From an optimization exercise on the open Yosys and OpenROAD flow, aimed at small area; shortcuts taken in it are not production practice. Power and IR drop assume default switching activity.

Setup of before:
==> flow/design.v <==
module sbfc (
    input  wire        clk,
    input  wire        rst,           
    input  wire        host_wr,       
    input  wire        host_space,    
    input  wire [7:0]  host_addr,
    input  wire [15:0] host_wdata,
    output reg  [15:0] host_rdata,    
    output wire        busy,
    output wire        done,
    output wire        err,
    input  wire        link_open,
    output wire        tx_valid,
    output reg  [7:0]  tx_data,
    input  wire        tx_ready,
    output wire        tx_flush,
    input  wire        tx_flush_ack,
    input  wire        tx_err,
    output wire        rx_ready,
    input  wire        rx_valid,
    input  wire [7:0]  rx_data,
    input  wire        rx_err,
    input  wire        tick,
    output wire        pld_we,
    output wire [7:0]  pld_waddr,
    output wire [7:0]  pld_wdata
);
    localparam S_IDLE  = 3'd0;
    localparam S_GAP   = 3'd1;
    localparam S_TX    = 3'd2;
    localparam S_FLUSH = 3'd3;
    localparam S_RXH   = 3'd4;
    localparam S_RXP   = 3'd5;
    localparam E_CONN   = 4'd1;
    localparam E_IO     = 4'd2;
    localparam E_CSUM   = 4'd3;
    localparam E_PROTO  = 4'd4;
    localparam E_DEVICE = 4'd5;
    localparam E_INVAL  = 4'd6;
    localparam E_LENGTH = 4'd7;
    localparam E_EMPTY  = 4'd8;
    integer i;
    reg [2:0]  seq;
    reg [7:0]  idx;              
    reg [7:0]  acc;              
    reg [7:0]  opl;              
    reg        has_cmd, st_ovr, st_seen_r;    
    reg [3:0]  errcode;
    reg [15:0] gap;
    reg [7:0]  d_rtype, d_cat, d_func, d_plen;
    reg [7:0]  d_param [0:7];
    reg        l_query;          
    reg [2:0]  l_pm1;            
    reg [7:0]  l_cat;            
    reg [7:0]  l_func;           
    reg [7:0]  l_param [0:7];
    wire       hdr_bad = l_pm1[0];   
    wire       pld0_nz = l_pm1[1];   
    wire       phase   = l_query;    
    wire idle   = (seq == S_IDLE);
    wire in_gap = (seq == S_GAP);
    wire in_tx  = (seq == S_TX);
    wire in_fl  = (seq == S_FLUSH);
    wire in_rxh = (seq == S_RXH);
    wire in_rxp = (seq == S_RXP);
    wire       sendd = opl[3];
    wire [2:0] o     = opl[2:0];
    wire       tgl   = (o == 3'd7);
    wire       pwrq  = (o == 3'd3);
    wire [2:0] e     = tgl ? (phase ? {1'b0, pld0_nz, ~pld0_nz} : 3'd3) : o;
    wire       query = sendd ? l_query : (e == 3'd3);
    wire       rom3  = (e == 3'd4) || (e == 3'd5);
    wire       is_ck = sendd ? ((idx[3] | idx[2]) && ({idx[3], idx[1:0]} == l_pm1)) :
                               (idx[3:0] == (rom3 ? 4'd6 : 4'd5));
    assign busy     = !idle;
    assign done     = st_done;
    wire   st_done  = idle && has_cmd;
    assign err      = |errcode;
    assign tx_valid = in_tx;
    assign tx_flush = in_fl;
    assign rx_ready = in_rxh || in_rxp;
    wire st_seen = st_seen_r || in_tx;
    reg [7:0] slot;
    always @(*) begin
        case (idx[3:0])
            4'd1:    slot = l_cat;
            4'd2:    slot = l_func;
            4'd3:    slot = l_param[0];
            4'd4:    slot = l_param[1];
            4'd5:    slot = l_param[2];
            4'd6:    slot = l_param[3];
            4'd7:    slot = l_param[4];
            4'd8:    slot = l_param[5];
            4'd9:    slot = l_param[6];
            default: slot = l_param[7];
        endcase
    end
    reg [7:0] rom;
    always @(*) begin
        case (idx[2:0])
            3'd2:    rom = rom3 ? 8'h05 : (e == 3'd6) ? 8'h06 : 8'h00;
            3'd3:    rom = (e == 3'd3) ? 8'hFF : rom3 ? 8'h03 : 8'h02;
            3'd4:    rom = (e == 3'd1) ? 8'h01 : (e == 3'd3) ? 8'hFF : 8'h00;
            3'd5:    rom = (e == 3'd5) ? 8'h01 : 8'h00;
            default: rom = 8'h00;
        endcase
    end
    wire [7:0] fbyte = (idx[3:0] == 4'd0) ? (query ? 8'h83 : 8'h8C) :
                       sendd ? slot : rom;
    always @(*) tx_data = is_ck ? acc : fbyte;
    wire [7:0] idx_inc = idx + 8'd1;
    wire       p_last  = (idx_inc == l_func);
    assign pld_we    = rx_valid && !rx_err && in_rxp && !p_last;
    assign pld_waddr = idx;
    assign pld_wdata = rx_data;
    wire ok_done = st_done && !err;                  
    wire pwrv    = ok_done && pwrq;
    wire plen_on = ok_done && (pwrq || (sendd && l_query));
    wire dev_err = (errcode == E_DEVICE);
    always @(*) begin
        host_rdata = 16'h0000;
        if (host_space) begin
            host_rdata[7:0] = d_param[host_addr[2:0]];
        end else if (host_addr[3]) begin
            case (host_addr[1:0])
                2'd0: host_rdata[7:0] = d_rtype;
                2'd1: host_rdata[7:0] = d_cat;
                2'd2: host_rdata[7:0] = d_func;
                2'd3: host_rdata[7:0] = d_plen;
            endcase
        end else begin
            case (host_addr[2:0])
                3'd0: host_rdata[7:0] = opl;
                3'd1: host_rdata[4:0] = {st_seen, st_ovr, err, st_done, busy};
                3'd2: host_rdata[3:0] = errcode;
                3'd3: host_rdata[7:0] = dev_err ? l_cat : 8'h00;
                3'd4: host_rdata[1:0] = {pwrv, pwrv & pld0_nz};
                3'd5: host_rdata[7:0] = plen_on ? idx : 8'h00;
                default: host_rdata = gap;
            endcase
        end
    end
    wire [15:0] wd     = host_wdata & {16{!rst}};
    wire        wr_hi0 = host_wr && (host_addr[7:4] == 4'd0);
    wire        wr_reg = wr_hi0 && !host_space;
    wire        wr_par = wr_hi0 && host_space && !host_addr[3];
    wire        cmd_wr = wr_reg && (host_addr[3:0] == 4'h0);
    wire        accept = cmd_wr && idle;
    always @(posedge clk) begin
        if (rst || accept) opl <= wd[7:0];
        if (rst || (wr_reg && host_addr[3:0] == 4'h6))
            gap <= {wd[15:2], host_wdata[1] | rst, wd[0]};
        if (rst || (wr_reg && host_addr[3:0] == 4'h8)) d_rtype <= wd[7:0];
        if (rst || (wr_reg && host_addr[3:0] == 4'h9)) d_cat   <= wd[7:0];
        if (rst || (wr_reg && host_addr[3:0] == 4'hA)) d_func  <= wd[7:0];
        if (rst || (wr_reg && host_addr[3:0] == 4'hB)) d_plen  <= wd[7:0];
        for (i = 0; i < 8; i = i + 1)
            if (rst || (wr_par && host_addr[2:0] == i)) d_param[i] <= wd[7:0];
    end
    wire [7:0] cmd_op   = host_wdata[7:0];
    wire       op_valid = (cmd_op >= 8'h01) && (cmd_op <= 8'h08);
    wire       sendd_ok = ((d_rtype == 8'h8C) || (d_rtype == 8'h83)) &&
                          (d_plen >= 8'd1) && (d_plen <= 8'd8);
    wire       cmd_ok   = link_open && op_valid && (!cmd_op[3] || sendd_ok);
    wire       want_gap = st_seen_r && (|gap);
    wire       gap_end  = (&acc) && (&idx[7:1]) && !idx[0];
    wire       rx_ev    = rx_valid && !rx_err;
    wire       rxh_done = in_rxh && idx[1] && !query;
    wire       rx_last  = rxh_done || (in_rxp && p_last);
    wire [3:0] check_code = (rx_data != acc) ? E_CSUM   :
                            hdr_bad          ? E_PROTO  :
                            (l_cat != 8'h00) ? E_DEVICE : 4'd0;
    wire       need_pld = pwrq || (tgl && !phase);
    wire       empty    = in_rxh || (idx == 8'd0);
    wire [3:0] end_code = (check_code != 4'd0) ? check_code :
                          (need_pld && empty)  ? E_EMPTY : 4'd0;
    wire       tgl_next = in_rxp && tgl && !phase && (end_code == 4'd0);
    wire       ld_start = idle || (in_rxp && p_last);
    wire [15:0] start_val = want_gap ? ~gap : 16'd0;
    wire [7:0] addend  = in_tx ? fbyte : in_gap ? {7'd0, &idx} : rx_data;
    wire [7:0] acc_add = acc + addend;
    wire       acc_en  = idle || in_fl || (in_gap && tick) || (in_tx && tx_ready) ||
                         (rx_ready && rx_valid);
    wire [7:0] acc_d   = ld_start ? start_val[15:8] :
                         (in_fl || in_gap && gap_end) ? 8'h00 : acc_add;
    wire       idx_en  = (idle && cmd_wr) || in_fl || (in_gap && tick) ||
                         (in_tx && tx_ready) || (in_rxh && rx_valid) ||
                         (in_rxp && rx_valid && (!p_last || (tgl && !phase)));
    wire [7:0] idx_d   = ld_start ? start_val[7:0] :
                         (in_fl || in_gap && gap_end || in_rxh && idx[1]) ? 8'h00 : idx_inc;
    always @(posedge clk) begin
        if (acc_en) acc <= acc_d;
        if (idx_en) idx <= idx_d;
    end
    always @(posedge clk) begin
        if (idle) begin
            l_func <= d_func;
            for (i = 0; i < 8; i = i + 1)
                l_param[i] <= d_param[i];
        end else if (in_rxh && idx[1]) begin
            l_func <= rx_data;
        end
        if (idle && cmd_wr)
            l_cat <= d_cat;
        else if (in_rxh && rx_valid && idx[0])
            l_cat <= rx_data;
        if (idle && cmd_wr) begin
            l_query <= cmd_op[3] && d_rtype[0];
            l_pm1   <= d_plen[2:0] - 3'd1;
        end else begin
            if (in_rxp && rx_valid && p_last && tgl)
                l_query <= 1'b1;
            if (in_rxh && idx[1:0] == 2'd0)
                l_pm1[0] <= (rx_data != 8'h70);
            if (in_rxp && idx == 8'd0)
                l_pm1[1] <= (rx_data != 8'h00);
        end
    end
    reg [2:0] seq_d;
    reg [3:0] code_d;
    reg       to_idle;
    always @(*) begin
        seq_d   = seq;
        code_d  = 4'd0;
        to_idle = 1'b0;
        case (seq)
            S_IDLE: begin
                if (cmd_wr) begin
                    code_d = !link_open ? E_CONN : E_INVAL;
                    if (cmd_ok)
                        seq_d = want_gap ? S_GAP : S_TX;
                    else
                        to_idle = 1'b1;
                end
            end
            S_GAP: begin
                if (tick && gap_end)
                    seq_d = S_TX;
            end
            S_TX: begin
                code_d = E_IO;
                if (tx_err)
                    to_idle = 1'b1;
                else if (tx_ready && is_ck)
                    seq_d = S_FLUSH;
            end
            S_FLUSH: begin
                code_d = E_IO;
                if (tx_err)
                    to_idle = 1'b1;
                else if (tx_flush_ack)
                    seq_d = S_RXH;
            end
            default: begin       
                if (rx_err) begin
                    code_d  = E_IO;
                    to_idle = 1'b1;
                end else if (rx_valid) begin
                    if (rx_last) begin
                        code_d = end_code;
                        if (tgl_next)
                            seq_d = want_gap ? S_GAP : S_TX;
                        else
                            to_idle = 1'b1;
                    end else if (in_rxh && idx[1] && rx_data == 8'h00) begin
                        code_d  = E_LENGTH;
                        to_idle = 1'b1;
                    end else if (in_rxh && idx[1]) begin
                        seq_d = S_RXP;
                    end
                end
            end
        endcase
        if (to_idle)
            seq_d = S_IDLE;
    end
    always @(posedge clk) begin
        if (rst) begin
            seq       <= S_IDLE;
            has_cmd   <= 1'b0;
            st_ovr    <= 1'b0;
            st_seen_r <= 1'b0;
            errcode   <= 4'd0;
        end else begin
            seq <= seq_d;
            if (idle && cmd_wr)
                has_cmd <= 1'b1;
            if ((idle && cmd_wr) || to_idle)
                errcode <= to_idle ? code_d : 4'd0;
            if (in_tx)
                st_seen_r <= 1'b1;
            if (cmd_wr && !idle)
                st_ovr <= 1'b1;
            else if (wr_reg && host_addr[3:0] == 4'h1 && host_wdata[3])
                st_ovr <= 1'b0;
        end
    end
endmodule
clock: 10.0 ns
lec_check: 0
cap_margin: 20
core_margin: 2
core_utilization: 60
place_density: 0.75
slew_margin: 20
standard.sh (not shown) runs the stock make flow with config.mk's settings and CLKGATE_MAP_FILE= SYNTH_SCRIPT=/design/flow/synth_recipe.tcl, a recipe that flattens the netlist after the stock synthesis.
==> flow/flow/run.sh <==
#!/bin/bash
# Layout flow: the standard ORFS flow (standard.sh) with
#  - synthesis unchanged except for the ABC script that maps the
#    combinational logic (area-oriented: deepsyn + area mapping); the
#    registers are mapped by the standard synthesis before ABC runs,
#  - port buffers of the smallest buffer cell,
#  - a clock tree without dummy loads, built from clkbuf_8 clusters.
set -e
HERE=$(pwd)
FLOWDIR=$(cd "$(dirname "$0")" && pwd)

# synthesis with the ORFS scripts, only the ABC script replaced
rm -rf "$HERE/synth_scripts"
cp -r "$FLOW_HOME/scripts" "$HERE/synth_scripts"
cp "$FLOWDIR/abc_area_deep.script" "$HERE/synth_scripts/abc_speed.script"
SCRIPTS_DIR="$HERE/synth_scripts" bash standard.sh synth > "$HERE/synth.log" 2>&1

# the rest of the standard flow
export BUFFER_PORTS_ARGS="-buffer_cell sky130_fd_sc_hd__buf_1"
export CTS_ARGS="-sink_clustering_enable -repair_clock_nets -dont_use_dummy_load -buf_list sky130_fd_sc_hd__clkbuf_8 -sink_clustering_size 16 -sink_clustering_max_diameter 60"
bash standard.sh > "$HERE/layout.log" 2>&1
==> flow/flow/abc_area_deep.script <==
strash
&get -n
&deepsyn -T 60
&dch -f
&nf -a -R 1000 -E 10
&put
topo
Changes in after relative to before:
--- a/flow/design.v
+++ b/flow/design.v
@@ -45,5 +45,5 @@
     reg [7:0]  acc;              
     reg [7:0]  opl;              
-    reg        has_cmd, st_ovr, st_seen_r;    
+    reg        st_done, st_ovr, st_seen_r;
     reg [3:0]  errcode;
     reg [15:0] gap;
@@ -75,5 +75,4 @@
     assign busy     = !idle;
     assign done     = st_done;
-    wire   st_done  = idle && has_cmd;
     assign err      = |errcode;
     assign tx_valid = in_tx;
@@ -278,5 +277,5 @@
         if (rst) begin
             seq       <= S_IDLE;
-            has_cmd   <= 1'b0;
+            st_done   <= 1'b0;
             st_ovr    <= 1'b0;
             st_seen_r <= 1'b0;
@@ -284,8 +283,11 @@
         end else begin
             seq <= seq_d;
-            if (idle && cmd_wr)
-                has_cmd <= 1'b1;
-            if ((idle && cmd_wr) || to_idle)
+            if (idle && cmd_wr) begin
+                st_done <= to_idle;
                 errcode <= to_idle ? code_d : 4'd0;
+            end else if (to_idle) begin
+                st_done <= 1'b1;
+                errcode <= code_d;
+            end
             if (in_tx)
                 st_seen_r <= 1'b1;
--- outcome ---
Compared with before, after shows a arrival time at the worst endpoint that is 0.47 ns lower.
Per the final summary, after finished and its layout is clean on timing, DRC and antenna.
Clock group share of total power in after is 5.8 points higher than in before
Routed wire length: after vs before down about 1.6%
[compare] base=before new=after: placeable core region went down by 60 µm², cell area was more or less identical.
Share of the clock period used by the worst path after layout delta for after relative to before: 4.7 points lower
Cmp before and after / part of the total power dissipated in combinational logic / higher: before
after ends up with a relative slew slack that is 1.7 points higher than in before.
Cmp after vs before: overall global routing resource usage lower in after
Between before and after, the flow reports wire length of the first global-routing pass decreasing slightly.
The run showing the smaller maximum fanout count along the critical path is after.
No functional check of the RTL was part of any run of this note.

separate check: timing with driven ports:
No port has a modelled driver above. Below, the same layouts with a new extraction and two added sets of constraints. Step 1 sets driving cells, clkbuf_16 on the clock port and buf_2 on the other inputs (assumed; they add their load-dependent delay and slew). Step 2, shift: input delay + t, output delay - t, t = (earliest + latest rising clock arrival at the registers) / 2. This alone moves slack from input paths to output paths. Slacks: ideal ports / drivers / drivers and shift; pairs: ideal ports / drivers.
run	t, ns	setup slack, ns	pins driven straight from the clock port
before	0.558	2.739 / 2.701 / 2.701	1
after	0.549	3.214 / 3.190 / 3.190	1
After both steps every run listed still meets setup and hold. The setup slack of before, which loses most, moves by -0.038 ns with the drivers and by -0.038 ns with both steps.
